Background: an optimization exercise with open tools, aiming at small area, a short achievable clock period and few clock cycles per item. Do not read the settings as production practice.
Where RTL was checked, it was by simulation tests only, not by an equivalence proof against the original.
No activity file was given, so power comes from the tool's default toggle rates. No driver is modelled on the clock port, so clocking that relies on it looks cheaper here than on a real chip.

== the baseline ==
==> flow/design.v (excerpt) <==
module rle_plane_enc (
    input  wire       clk,
    input  wire       rst,
    input  wire       in_valid,
    output reg        in_ready,
    input  wire [7:0] in_data,
    input  wire       in_last,
    output reg        out_valid,
    input  wire       out_ready,
    output reg  [7:0] out_data,
    output reg        out_last
);
    localparam integer N  = 128;    
    localparam integer PW = 7;      
    localparam integer M  = 4;      
    localparam [1:0] K_RUN = 2'd0, K_SOS = 2'd1, K_NEXT = 2'd2;
    reg [7:0] wd0, wd1, wd2, wd3, wd4;
    reg       wl0, wl1, wl2, wl3, wl4;
    reg       we0, we1, we2, we3, we4;
    reg [4:0] wv;                
    reg [7:0] lastb;             
    wire acc = in_valid && in_ready;
    wire in_eq = (in_data == lastb);
    reg [6:0] scnt;       
    reg       sc0, sc124, sc125, sc126, sc127;    
    reg       srun;       
    reg [6:0] lcnt;       
    reg       lc0, lc127, lge2;                   
    reg       lone;       
    reg       cont;       
    localparam integer FD = 3;
    reg [8:0] hq [0:FD-1];
    reg [1:0] hq_wp, hq_rp;
    reg [FD-1:0] hq_t;           
    wire hq_full  = hq_t[FD-1];
    wire hq_empty = !hq_t[0];
    localparam integer CD = 8;
    reg [1:0] cq [0:CD-1];       
    reg [2:0] cq_wp, cq_rp;
    reg [CD-1:0] cq_t;           
    wire cq_full  = cq_t[CD-1];
    wire cq_empty = !cq_t[0];
    reg [9:0] rq0, rq1;          
    reg [1:0]  rq_t;             
    wire       rq_room = !rq_t[1];
    reg [9*N-1:0]  ring;        
    reg [PW-1:0]   ptr;         
    reg [PW-1:0]   dy;          
    reg [M-1:0]    dyo;         
    reg            pey;         
    reg            fa;          
    reg            clr;         
    wire       tap_tag = ring[9*N-1];
    wire [7:0] tap_dat = ring[9*N-2 -: 8];
    wire       n2_live = ring[9*(N-1)-1];
    reg [7:0] lrem;       
    reg       lz, l1;     
    reg       shortf;     
    reg       vdone;      
    reg       rb;         
    reg       eopc;       
    localparam integer OQ = 1;
    reg [8:0] oq [0:OQ-1];
    reg [0:0] oq_wp, oq_rp;
    reg [1:0] oq_n;
    reg       can_out;    
    reg  e_ok;            
    wire eq01 = we1;
    wire eq02 = we1 && we2;
    wire eq03 = we1 && we2 && we3;
    wire new_str = sc0 || !we0 || sc127;
    wire run_start = new_str && !wl0 && !wl1 && !wl2 && eq01 && eq02 && eq03;
  ...
Size: ~2,200 cells after synthesis, about 24 I/O pins, roughly 34,000 um^2 of cells after synthesis.
export LEC_CHECK = 0
export CAP_MARGIN = 20
export CORE_MARGIN = 2
export CORE_UTILIZATION = 60
export SLEW_MARGIN = 20
create_clock -name core_clock -period 10.0 [get_ports {clk}]
standard.sh (not shown) runs the stock make flow with config.mk's settings and CLKGATE_MAP_FILE= SYNTH_SCRIPT=/design/flow/synth_recipe.tcl, a recipe that flattens the netlist after the stock synthesis.
==> flow/flow/run.sh <==
#!/bin/bash
# Standard ORFS layout (the standard.sh, standard synthesis unchanged),
# with timing repair aiming for 7 ns of setup slack at the 10 ns clock and
# clock tree synthesis with larger sink clusters and no dummy loads.
set -euo pipefail
bash standard.sh SETUP_SLACK_MARGIN=7 \
  "CTS_ARGS=-sink_clustering_enable -repair_clock_nets -dont_use_dummy_load -sink_clustering_size 30 -sink_clustering_max_diameter 120 -buf_list sky130_fd_sc_hd__clkbuf_16" \
  finish > flow.log 2>&1
The baseline | status: complete | timing, DRC, antenna: pass
Testbench counts of the baseline, summed over its fixed seeds: cycles 56,669, bytes 55,362.
## Diff of input files: the candidate against the baseline
diff --git a/flow/design.v b/flow/design.v
--- a/flow/design.v
+++ b/flow/design.v
@@ -21,21 +21,21 @@
     reg [7:0] lastb;             
     wire acc = in_valid && in_ready;
     wire in_eq = (in_data == lastb);
     reg [6:0] scnt;       
     reg       sc0, sc124, sc125, sc126, sc127;    
     reg       srun;       
     reg [6:0] lcnt;       
     reg       lc0, lc127, lge2;                   
     reg       lone;       
     reg       cont;       
-    localparam integer FD = 3;
+    localparam integer FD = 4;
     reg [8:0] hq [0:FD-1];
     reg [1:0] hq_wp, hq_rp;
     reg [FD-1:0] hq_t;           
     wire hq_full  = hq_t[FD-1];
     wire hq_empty = !hq_t[0];
     localparam integer CD = 8;
     reg [1:0] cq [0:CD-1];       
     reg [2:0] cq_wp, cq_rp;
     reg [CD-1:0] cq_t;           
     wire cq_full  = cq_t[CD-1];
@@ -269,22 +269,22 @@
                 end else if (run_start) begin
                     lcnt  <= 7'd0;
                     lc0   <= 1'b1;
                     lc127 <= 1'b0;
                     lge2  <= 1'b0;
                     cont  <= 1'b0;
                 end else if (wl0) begin
                     cont <= 1'b0;
                 end
             end
-            if (adv && push) hq_wp <= (hq_wp == FD-1) ? 2'd0 : hq_wp + 2'd1;
-            if (hdr_go) hq_rp <= (hq_rp == FD-1) ? 2'd0 : hq_rp + 2'd1;
+            if (adv && push) hq_wp <= hq_wp + 2'd1;
+            if (hdr_go) hq_rp <= hq_rp + 2'd1;
             if (hq_inc) hq_t <= {hq_t[FD-2:0], 1'b1};
             else if (hq_dec) hq_t <= {1'b0, hq_t[FD-1:1]};
             if (rq_inc) rq_t <= {rq_t[0], 1'b1};
             else if (rq_dec) rq_t <= {1'b0, rq_t[1]};
             if (adv && cpush) cq_wp <= cq_wp + 3'd1;
             if (cpop) cq_rp <= cq_rp + 3'd1;
             if (cq_inc) cq_t <= {cq_t[CD-2:0], 1'b1};
             else if (cq_dec) cq_t <= {1'b0, cq_t[CD-1:1]};
             if (take_out && !head_lit) rb <= !rb;
             ptr <= (ptr == N-1) ? {PW{1'b0}} : ptr + 1'b1;
==> run notes <==
- Worst max-slew margin expressed relative to the limit on the candidate is up relative to the baseline.
- Total power draw | the candidate above the baseline
- Core area (the candidate vs. the baseline) increases slightly
- Diff the baseline -> the candidate: share of total power consumed by net switching comparable; routed wire length roughly the same; diode insertion count for antenna repair moved down; share of the synthesized area in compound gates (AO/OA/AOI/OAI) has decreased.
Testbench counts of the candidate, summed over its fixed seeds: cycles 56,544, bytes 55,362.

Another version of the RTL of rle_plane_enc (not shown whole).
Size in the first run: about 2,200 cells after synthesis, roughly 37,000 sq um of cells after synthesis.
// rle_plane_enc
module rle_plane_enc (
    input  wire       clk,
    input  wire       rst,
    input  wire       in_valid,
    output reg        in_ready,
    input  wire [7:0] in_data,
    input  wire       in_last,
    output reg        out_valid,
    input  wire       out_ready,
    output reg  [7:0] out_data,
    output reg        out_last
);
    localparam integer N  = 128;    
    localparam integer PW = 7;      
    localparam integer M  = 8;      
    localparam [1:0] T_DEAD = 2'd0, T_LIT = 2'd1, T_RUN = 2'd2, T_RUNL = 2'd3;
    localparam [1:0] K_RUN = 2'd0, K_SOS = 2'd1, K_NEXT = 2'd2;
    reg [7:0] wd0, wd1, wd2, wd3, wd4;
    reg       wl0, wl1, wl2, wl3, wl4;
    reg       we0, we1, we2, we3, we4;
    reg [4:0] wv;                
    reg [7:0] lastb;             
    wire acc = in_valid && in_ready;
    wire in_eq = (in_data == lastb);
    reg [6:0] scnt;       
    reg       sc0, sc124, sc125, sc126, sc127;    
    reg       srun;       
    reg [6:0] lcnt;       
    reg       lc0, lc127, lge2;                   
    reg       lone;       
    reg       cont;       
    localparam integer FD = 4;
    reg [8:0] hq [0:FD-1];
    reg [1:0] hq_wp, hq_rp;
    reg [2:0] hq_n;
  ...
Settings: LEC_CHECK=0, CAP_MARGIN=20, CORE_MARGIN=2, CORE_UTILIZATION=40, SLEW_MARGIN=20; clock period 10.0 ns.
Scripts as last shown in full above: flow/flow/run.sh
Change:
--- a/flow/design.v
+++ b/flow/design.v
@@ -45,25 +45,25 @@
     reg            pey;         
     reg            fa;          
     reg            clr;         
     wire [1:0] tap_tag = ring[10*N-1 -: 2];
     wire [7:0] tap_dat = ring[10*N-3 -: 8];
     wire [1:0] n2_tag  = ring[10*(N-1)-1 -: 2];
     reg [7:0] lrem;       
     reg       lz, l1;     
     reg       shortf;     
     reg       vdone;      
     reg       eopc;       
-    localparam integer OQ = 1;
+    localparam integer OQ = 3;
     reg [8:0] oq [0:OQ-1];
-    reg [0:0] oq_wp, oq_rp;
+    reg [1:0] oq_wp, oq_rp;
     reg [1:0] oq_n;
     reg       can_out;    
     wire la_ok = wv[3] || (wv[0] && wl0) || (wv[1] && wl1) || (wv[2] && wl2);
     wire e_ok  = wv[0] && la_ok;
     wire eq01 = we1;
     wire eq02 = we1 && we2;
     wire eq03 = we1 && we2 && we3;
     wire new_str = sc0 || !we0 || sc127;
     wire run_start = new_str && !wl0 && !wl1 && !wl2 && eq01 && eq02 && eq03;
     wire is_run = new_str ? run_start : srun;
     wire is_lit = !is_run;
@@ -150,45 +150,47 @@
             assign ld[g] = acc && (adv ? (wvx[g] && !wvx[g+1]) : (wvx[g-1] && !wvx[g]));
     end endgenerate
     wire [4:0] wv_n = (adv ? {1'b0, wv[4:1]} : wv) | ld;
     wire [1:0] rq_n_n = rq_n + {1'b0, rq_push} - {1'b0, write};
     wire [2:0] hq_n_n = hq_n + {2'b0, adv && push} - {2'b0, hdr_go};
     wire out_room = !out_valid || out_ready;      
     wire oq_empty = (oq_n == 2'd0);
     wire o_load_q = out_room && !oq_empty;
     wire o_load_d = out_room && oq_empty && opush;
     wire oq_push  = opush && !o_load_d;
     wire [1:0] oq_n_n = oq_n + {1'b0, oq_push} - {1'b0, o_load_q};
-    reg  [8:0] o_hold;           
-    wire [8:0] o_next = o_load_q ? oq[oq_rp] :
-                        o_load_d ? {olast, odat} : o_hold;
     always @(posedge clk) begin
         if (ld[0]) begin wd0 <= in_data; wl0 <= in_last; we0 <= in_eq; end
         else if (adv) begin wd0 <= wd1; wl0 <= wl1; we0 <= we1; end
         if (ld[1]) begin wd1 <= in_data; wl1 <= in_last; we1 <= in_eq; end
         else if (adv) begin wd1 <= wd2; wl1 <= wl2; we1 <= we2; end
         if (ld[2]) begin wd2 <= in_data; wl2 <= in_last; we2 <= in_eq; end
         else if (adv) begin wd2 <= wd3; wl2 <= wl3; we2 <= we3; end
         if (ld[3]) begin wd3 <= in_data; wl3 <= in_last; we3 <= in_eq; end
         else if (adv) begin wd3 <= wd4; wl3 <= wl4; we3 <= we4; end
         if (ld[4]) begin wd4 <= in_data; wl4 <= in_last; we4 <= in_eq; end
         if (acc) lastb <= in_data;
         ring <= ring_n;
         if (write || rq_n == 2'd0)
             rq0 <= (rq_n == 2'd2) ? rq1 : rq_new;
         if (rq_push && (rq_n - {1'b0, write}) == 2'd1)
             rq1 <= rq_new;
         if (adv && push) hq[hq_wp] <= push_ent;
         if (oq_push) oq[oq_wp] <= {olast, odat};
-        {out_last, out_data} <= o_next;
-        o_hold <= o_next;
+        if (o_load_q) begin
+            out_data <= oq[oq_rp][7:0];
+            out_last <= oq[oq_rp][8];
+        end else if (o_load_d) begin
+            out_data <= odat;
+            out_last <= olast;
+        end
         if (rst) begin
             wv       <= 5'd0;
             in_ready <= 1'b0;
             scnt     <= 7'd0;
             sc0      <= 1'b1;
             sc124    <= 1'b0;
             sc125    <= 1'b0;
             sc126    <= 1'b0;
             sc127    <= 1'b0;
             srun     <= 1'b0;
             lcnt     <= 7'd0;
@@ -208,24 +210,24 @@
             dyo      <= {{(M-1){1'b0}}, 1'b1};
             pey      <= 1'b0;
             fa       <= 1'b1;
             clr      <= 1'b1;
             lrem     <= 8'd0;
             lz       <= 1'b1;
             l1       <= 1'b0;
             shortf   <= 1'b0;
             vdone    <= 1'b0;
             eopc     <= 1'b0;
             out_valid <= 1'b0;
-            oq_wp <= 1'b0;
-            oq_rp <= 1'b0;
+            oq_wp    <= 2'd0;
+            oq_rp    <= 2'd0;
             oq_n     <= 2'd0;
             can_out  <= 1'b0;
         end else begin
             wv       <= wv_n;
             in_ready <= !wv_n[4];
             if (adv) begin
                 scnt  <= wl0 ? 7'd0 : (new_str ? 7'd1 : c1);
                 sc0   <= wl0;
                 sc124 <= !wl0 && !new_str && (c1 == 7'd124);
                 sc125 <= !wl0 && !new_str && (c1 == 7'd125);
                 sc126 <= !wl0 && !new_str && (c1 == 7'd126);
@@ -278,19 +280,19 @@
                 lz     <= 1'b0;
                 l1     <= !h_short && (hh == 8'd1);
                 shortf <= h_short;
                 vdone  <= 1'b0;
                 eopc   <= hq_head[0];
             end else if (consume && head_lit) begin
                 lrem  <= lrem - 8'd1;
                 lz    <= l1;
                 l1    <= (lrem == 8'd2);
                 vdone <= shortf && !l1;
             end
-            out_valid <= !out_room || o_load_q || o_load_d;
-            if (oq_push) oq_wp <= 1'b0;
-            if (o_load_q) oq_rp <= 1'b0;
+            if (out_room) out_valid <= o_load_q || o_load_d;
+            if (oq_push) oq_wp <= (oq_wp == OQ-1) ? 2'd0 : oq_wp + 2'd1;
+            if (o_load_q) oq_rp <= (oq_rp == OQ-1) ? 2'd0 : oq_rp + 2'd1;
             oq_n    <= oq_n_n;
             can_out <= (oq_n_n != OQ);
         end
     end
 endmodule
The changed run completed with no timing, DRC or antenna violations.
Sequential share of layout area increases by 0.15 points.
Total power decreases by 0.41%.
Final cell count increases by 3.9%.
Routed wire length increases by 1.0%.
Fmax decreases by about 0.8%.
Die area increases by 2.6%.
Combinational power decreases by 21%.
First-iteration DRC count increases by 13%.
Cell area increases by about 2%.
Register-to-register slack improved by 0.07 ns.
Core utilization decreases by 0.17 points.
Worst setup slack got worse by 0.026 ns.
Function was not checked in any run of this note: the RTL went through the layout flow alone.

rle_plane_enc, a different RTL version from the one above (not shown whole).
For scale: ~2200 cells after synthesis, roughly 1400 flip-flops, roughly 34000 um2 of cells after synthesis.
## rle_plane_enc
module rle_plane_enc (
    input  wire       clk,
    input  wire       rst,
    input  wire       in_valid,
    output reg        in_ready,
    input  wire [7:0] in_data,
    input  wire       in_last,
    output reg        out_valid,
    input  wire       out_ready,
    output reg  [7:0] out_data,
    output reg        out_last
);
    localparam integer N  = 128;    
    localparam integer PW = 7;      
    localparam integer M  = 4;      
    localparam [1:0] K_RUN = 2'd0, K_SOS = 2'd1, K_NEXT = 2'd2;
    reg [7:0] wd0, wd1, wd2, wd3, wd4;
    reg       wl0, wl1, wl2, wl3, wl4;
    reg       we0, we1, we2, we3, we4;
    reg [4:0] wv;                
    reg [7:0] lastb;             
    wire acc = in_valid && in_ready;
    wire in_eq = (in_data == lastb);
    reg [6:0] scnt;       
    reg       sc0, sc124, sc125, sc126, sc127;    
    reg       srun;       
    reg [6:0] lcnt;       
    reg       lc0, lc127, lge2;                   
    reg       lone;       
    reg       cont;       
    localparam integer FD = 3;
    reg [8:0] hq [0:FD-1];
    reg [1:0] hq_wp, hq_rp;
    reg [FD-1:0] hq_t;           
    wire hq_full  = hq_t[FD-1];
    wire hq_empty = !hq_t[0];
    localparam integer CD = 8;
    reg [1:0] cq [0:CD-1];       
    reg [2:0] cq_wp, cq_rp;
    reg [CD-1:0] cq_t;           
    wire cq_full  = cq_t[CD-1];
    wire cq_empty = !cq_t[0];
  ...
Settings: LEC_CHECK=0, CAP_MARGIN=20, CORE_MARGIN=2, CORE_UTILIZATION=60, SLEW_MARGIN=20; clock period 10.0 ns.
==> flow/flow/run.sh <==
#!/bin/bash
# Standard ORFS layout (the standard.sh, standard synthesis unchanged),
# with timing repair aiming for 6.9 ns of setup slack at the 10 ns clock and
# clock tree synthesis with larger sink clusters and no dummy loads.
set -euo pipefail
bash standard.sh SETUP_SLACK_MARGIN=6.9 \
  "CTS_ARGS=-sink_clustering_enable -repair_clock_nets -dont_use_dummy_load -sink_clustering_size 30 -sink_clustering_max_diameter 80 -buf_list sky130_fd_sc_hd__clkbuf_16" \
  finish > flow.log 2>&1
Change:
--- a/flow/design.v
+++ b/flow/design.v
@@ -51,23 +51,27 @@
     reg            fa;          
     reg            clr;         
     wire       tap_tag = ring[9*N-1];
     wire [7:0] tap_dat = ring[9*N-2 -: 8];
     wire       n2_live = ring[9*(N-1)-1];
     reg [7:0] lrem;       
     reg       lz, l1;     
     reg       shortf;     
     reg       vdone;      
     reg       rb;         
     reg       eopc;       
-    wire can_out = !out_valid || out_ready;
+    localparam integer OQ = 1;
+    reg [8:0] oq [0:OQ-1];
+    reg [0:0] oq_wp, oq_rp;
+    reg [1:0] oq_n;
+    reg       can_out;    
     reg  e_ok;            
     wire eq01 = we1;
     wire eq02 = we1 && we2;
     wire eq03 = we1 && we2 && we3;
     wire new_str = sc0 || !we0 || sc127;
     wire run_start = new_str && !wl0 && !wl1 && !wl2 && eq01 && eq02 && eq03;
     wire is_run = new_str ? run_start : srun;
     wire is_lit = !is_run;
     wire [6:0] c1 = scnt + 7'd1;                  
     wire b1 = !wl0 && eq01 && !sc126;             
     wire b2 = b1 && !wl1 && eq02 && !sc125;
@@ -156,41 +160,52 @@
     end endgenerate
     wire [4:0] wv_n = (adv ? {1'b0, wv[4:1]} : wv) | ld;
     wire       cpop   = hdr_go || (take_out && !head_lit && rb);
     wire       rq_inc = rq_push && !write, rq_dec = write && !rq_push;
     wire       hq_inc = adv && push && !hdr_go, hq_dec = hdr_go && !(adv && push);
     wire       cq_inc = adv && cpush && !cpop, cq_dec = cpop && !(adv && cpush);
     wire wl0_n = ld[0] ? in_last : adv ? wl1 : wl0;
     wire wl1_n = ld[1] ? in_last : adv ? wl2 : wl1;
     wire wl2_n = ld[2] ? in_last : adv ? wl3 : wl2;
     wire e_ok_n = wv_n[0] && (wv_n[3] || wl0_n || (wv_n[1] && wl1_n) ||
                               (wv_n[2] && wl2_n));
+    wire out_room = !out_valid || out_ready;      
+    wire oq_empty = (oq_n == 2'd0);
+    wire o_load_q = out_room && !oq_empty;
+    wire o_load_d = out_room && oq_empty && opush;
+    wire oq_push  = opush && !o_load_d;
+    wire [1:0] oq_n_n = oq_n + {1'b0, oq_push} - {1'b0, o_load_q};
+    reg  [8:0] o_hold;           
+    wire [8:0] o_next = o_load_q ? oq[oq_rp] :
+                        o_load_d ? {olast, odat} : o_hold;
     always @(posedge clk) begin
         if (ld[0]) begin wd0 <= in_data; wl0 <= in_last; we0 <= in_eq; end
         else if (adv) begin wd0 <= wd1; wl0 <= wl1; we0 <= we1; end
         if (ld[1]) begin wd1 <= in_data; wl1 <= in_last; we1 <= in_eq; end
         else if (adv) begin wd1 <= wd2; wl1 <= wl2; we1 <= we2; end
         if (ld[2]) begin wd2 <= in_data; wl2 <= in_last; we2 <= in_eq; end
         else if (adv) begin wd2 <= wd3; wl2 <= wl3; we2 <= we3; end
         if (ld[3]) begin wd3 <= in_data; wl3 <= in_last; we3 <= in_eq; end
         else if (adv) begin wd3 <= wd4; wl3 <= wl4; we3 <= we4; end
         if (ld[4]) begin wd4 <= in_data; wl4 <= in_last; we4 <= in_eq; end
         if (acc) lastb <= in_data;
         ring <= ring_n;
         if (write || !rq_t[0])
             rq0 <= rq_t[1] ? rq1 : rq_new;
         if (rq_push && (rq_t[1] ? write : (rq_t[0] && !write)))
             rq1 <= rq_new;
         if (adv && push) hq[hq_wp] <= push_ent;
         if (adv && cpush) cq[cq_wp] <= c_new;
-        if (opush) {out_last, out_data} <= {olast, odat};
+        if (oq_push) oq[oq_wp] <= {olast, odat};
+        {out_last, out_data} <= o_next;
+        o_hold <= o_next;
         if (rst) begin
             wv       <= 5'd0;
             in_ready <= 1'b0;
             scnt     <= 7'd0;
             sc0      <= 1'b1;
             sc124    <= 1'b0;
             sc125    <= 1'b0;
             sc126    <= 1'b0;
             sc127    <= 1'b0;
             srun     <= 1'b0;
             lcnt     <= 7'd0;
@@ -213,22 +228,26 @@
             dyo      <= {{(M-1){1'b0}}, 1'b1};
             pey      <= 1'b0;
             fa       <= 1'b1;
             clr      <= 1'b1;
             lrem     <= 8'd0;
             lz       <= 1'b1;
             l1       <= 1'b0;
             shortf   <= 1'b0;
             vdone    <= 1'b0;
             eopc     <= 1'b0;
             out_valid <= 1'b0;
+            oq_wp <= 1'b0;
+            oq_rp <= 1'b0;
+            oq_n     <= 2'd0;
+            can_out  <= 1'b0;
         end else begin
             wv       <= wv_n;
             e_ok     <= e_ok_n;
             in_ready <= !wv_n[4];
             if (adv) begin
                 scnt  <= wl0 ? 7'd0 : (new_str ? 7'd1 : c1);
                 sc0   <= wl0;
                 sc124 <= !wl0 && !new_str && (c1 == 7'd124);
                 sc125 <= !wl0 && !new_str && (c1 == 7'd125);
                 sc126 <= !wl0 && !new_str && (c1 == 7'd126);
                 sc127 <= !wl0 && !new_str && (c1 == 7'd127);
@@ -285,15 +304,19 @@
                 lz     <= 1'b0;
                 l1     <= !h_short && (hh == 8'd1);
                 shortf <= h_short;
                 vdone  <= 1'b0;
                 eopc   <= hq_head[0];
             end else if (consume && head_lit) begin
                 lrem  <= lrem - 8'd1;
                 lz    <= l1;
                 l1    <= (lrem == 8'd2);
                 vdone <= shortf && !l1;
             end
-            out_valid <= !can_out || opush;
+            out_valid <= !out_room || o_load_q || o_load_d;
+            if (oq_push) oq_wp <= 1'b0;
+            if (o_load_q) oq_rp <= 1'b0;
+            oq_n    <= oq_n_n;
+            can_out <= (oq_n_n != OQ);
         end
     end
 endmodule
Outcome: Design area is lower by 0.73%; total power fell by 2.4%; hold slack got worse by 0.032 ns; area after synthesis grows by 0.81%; non-clock buffer count is lower by 42; utilization shrinks by 0.87 points; die area rises by 0.79%; worst setup slack is better by 0.20 ns; routed wire length fell by 5.3%; synthesized cell count grows by 0.98%.
Testbench counts after the change, summed over its fixed seeds: cycles 56,669, bytes 55,362.
Only the layout flow was run in the first run of this note; the RTL was not checked for function there.

static timing again, ports no longer ideal:
The flow's constraints put no driver on any port. The routed layouts listed below were extracted and timed again, unchanged, in two steps.
Step 1 assumes that a clkbuf_16 drives the clock port and a buf_2 every other input.
Step 2, shift: input delay + t, output delay - t, t = (earliest + latest rising clock arrival at the registers) / 2. This alone moves slack from input paths to output paths.
a / b / c = ideal ports / drivers / drivers and shift; a / b = the first two.
run | t (ns) | setup slack, ns | hold WS [ns] | worst register clock-pin slew, ns | pins driven straight from the clock port
the baseline | 0.653 | 6.882 / 6.825 / 6.423 | 0.307 / 0.307 / 0.307 | 0.11 / 0.11 | 1
the candidate | 0.659 | 6.879 / 6.822 / 6.346 | 0.307 / 0.307 / 0.307 | 0.12 / 0.12 | 1
the first run of note 2 | 0.669 | 6.826 / 6.763 / 6.315 | 0.308 / 0.308 / 0.308 | 0.12 / 0.12 | 1
the second run of note 2 | 0.676 | 6.799 / 6.740 / 6.403 | 0.270 / 0.270 / 0.270 | 0.12 / 0.12 | 1
the first run of note 3 | 0.652 | 6.715 / 6.741 / 6.089 | 0.304 / 0.304 / 0.304 | 0.11 / 0.11 | 1
the second run of note 3 | 0.661 | 6.919 / 6.860 / 6.395 | 0.273 / 0.273 / 0.273 | 0.12 / 0.12 | 1
After both steps every run listed still meets setup and hold. The setup slack of the first run of note 3, which loses most, moves by +0.026 ns with the drivers and by -0.626 ns with both steps.
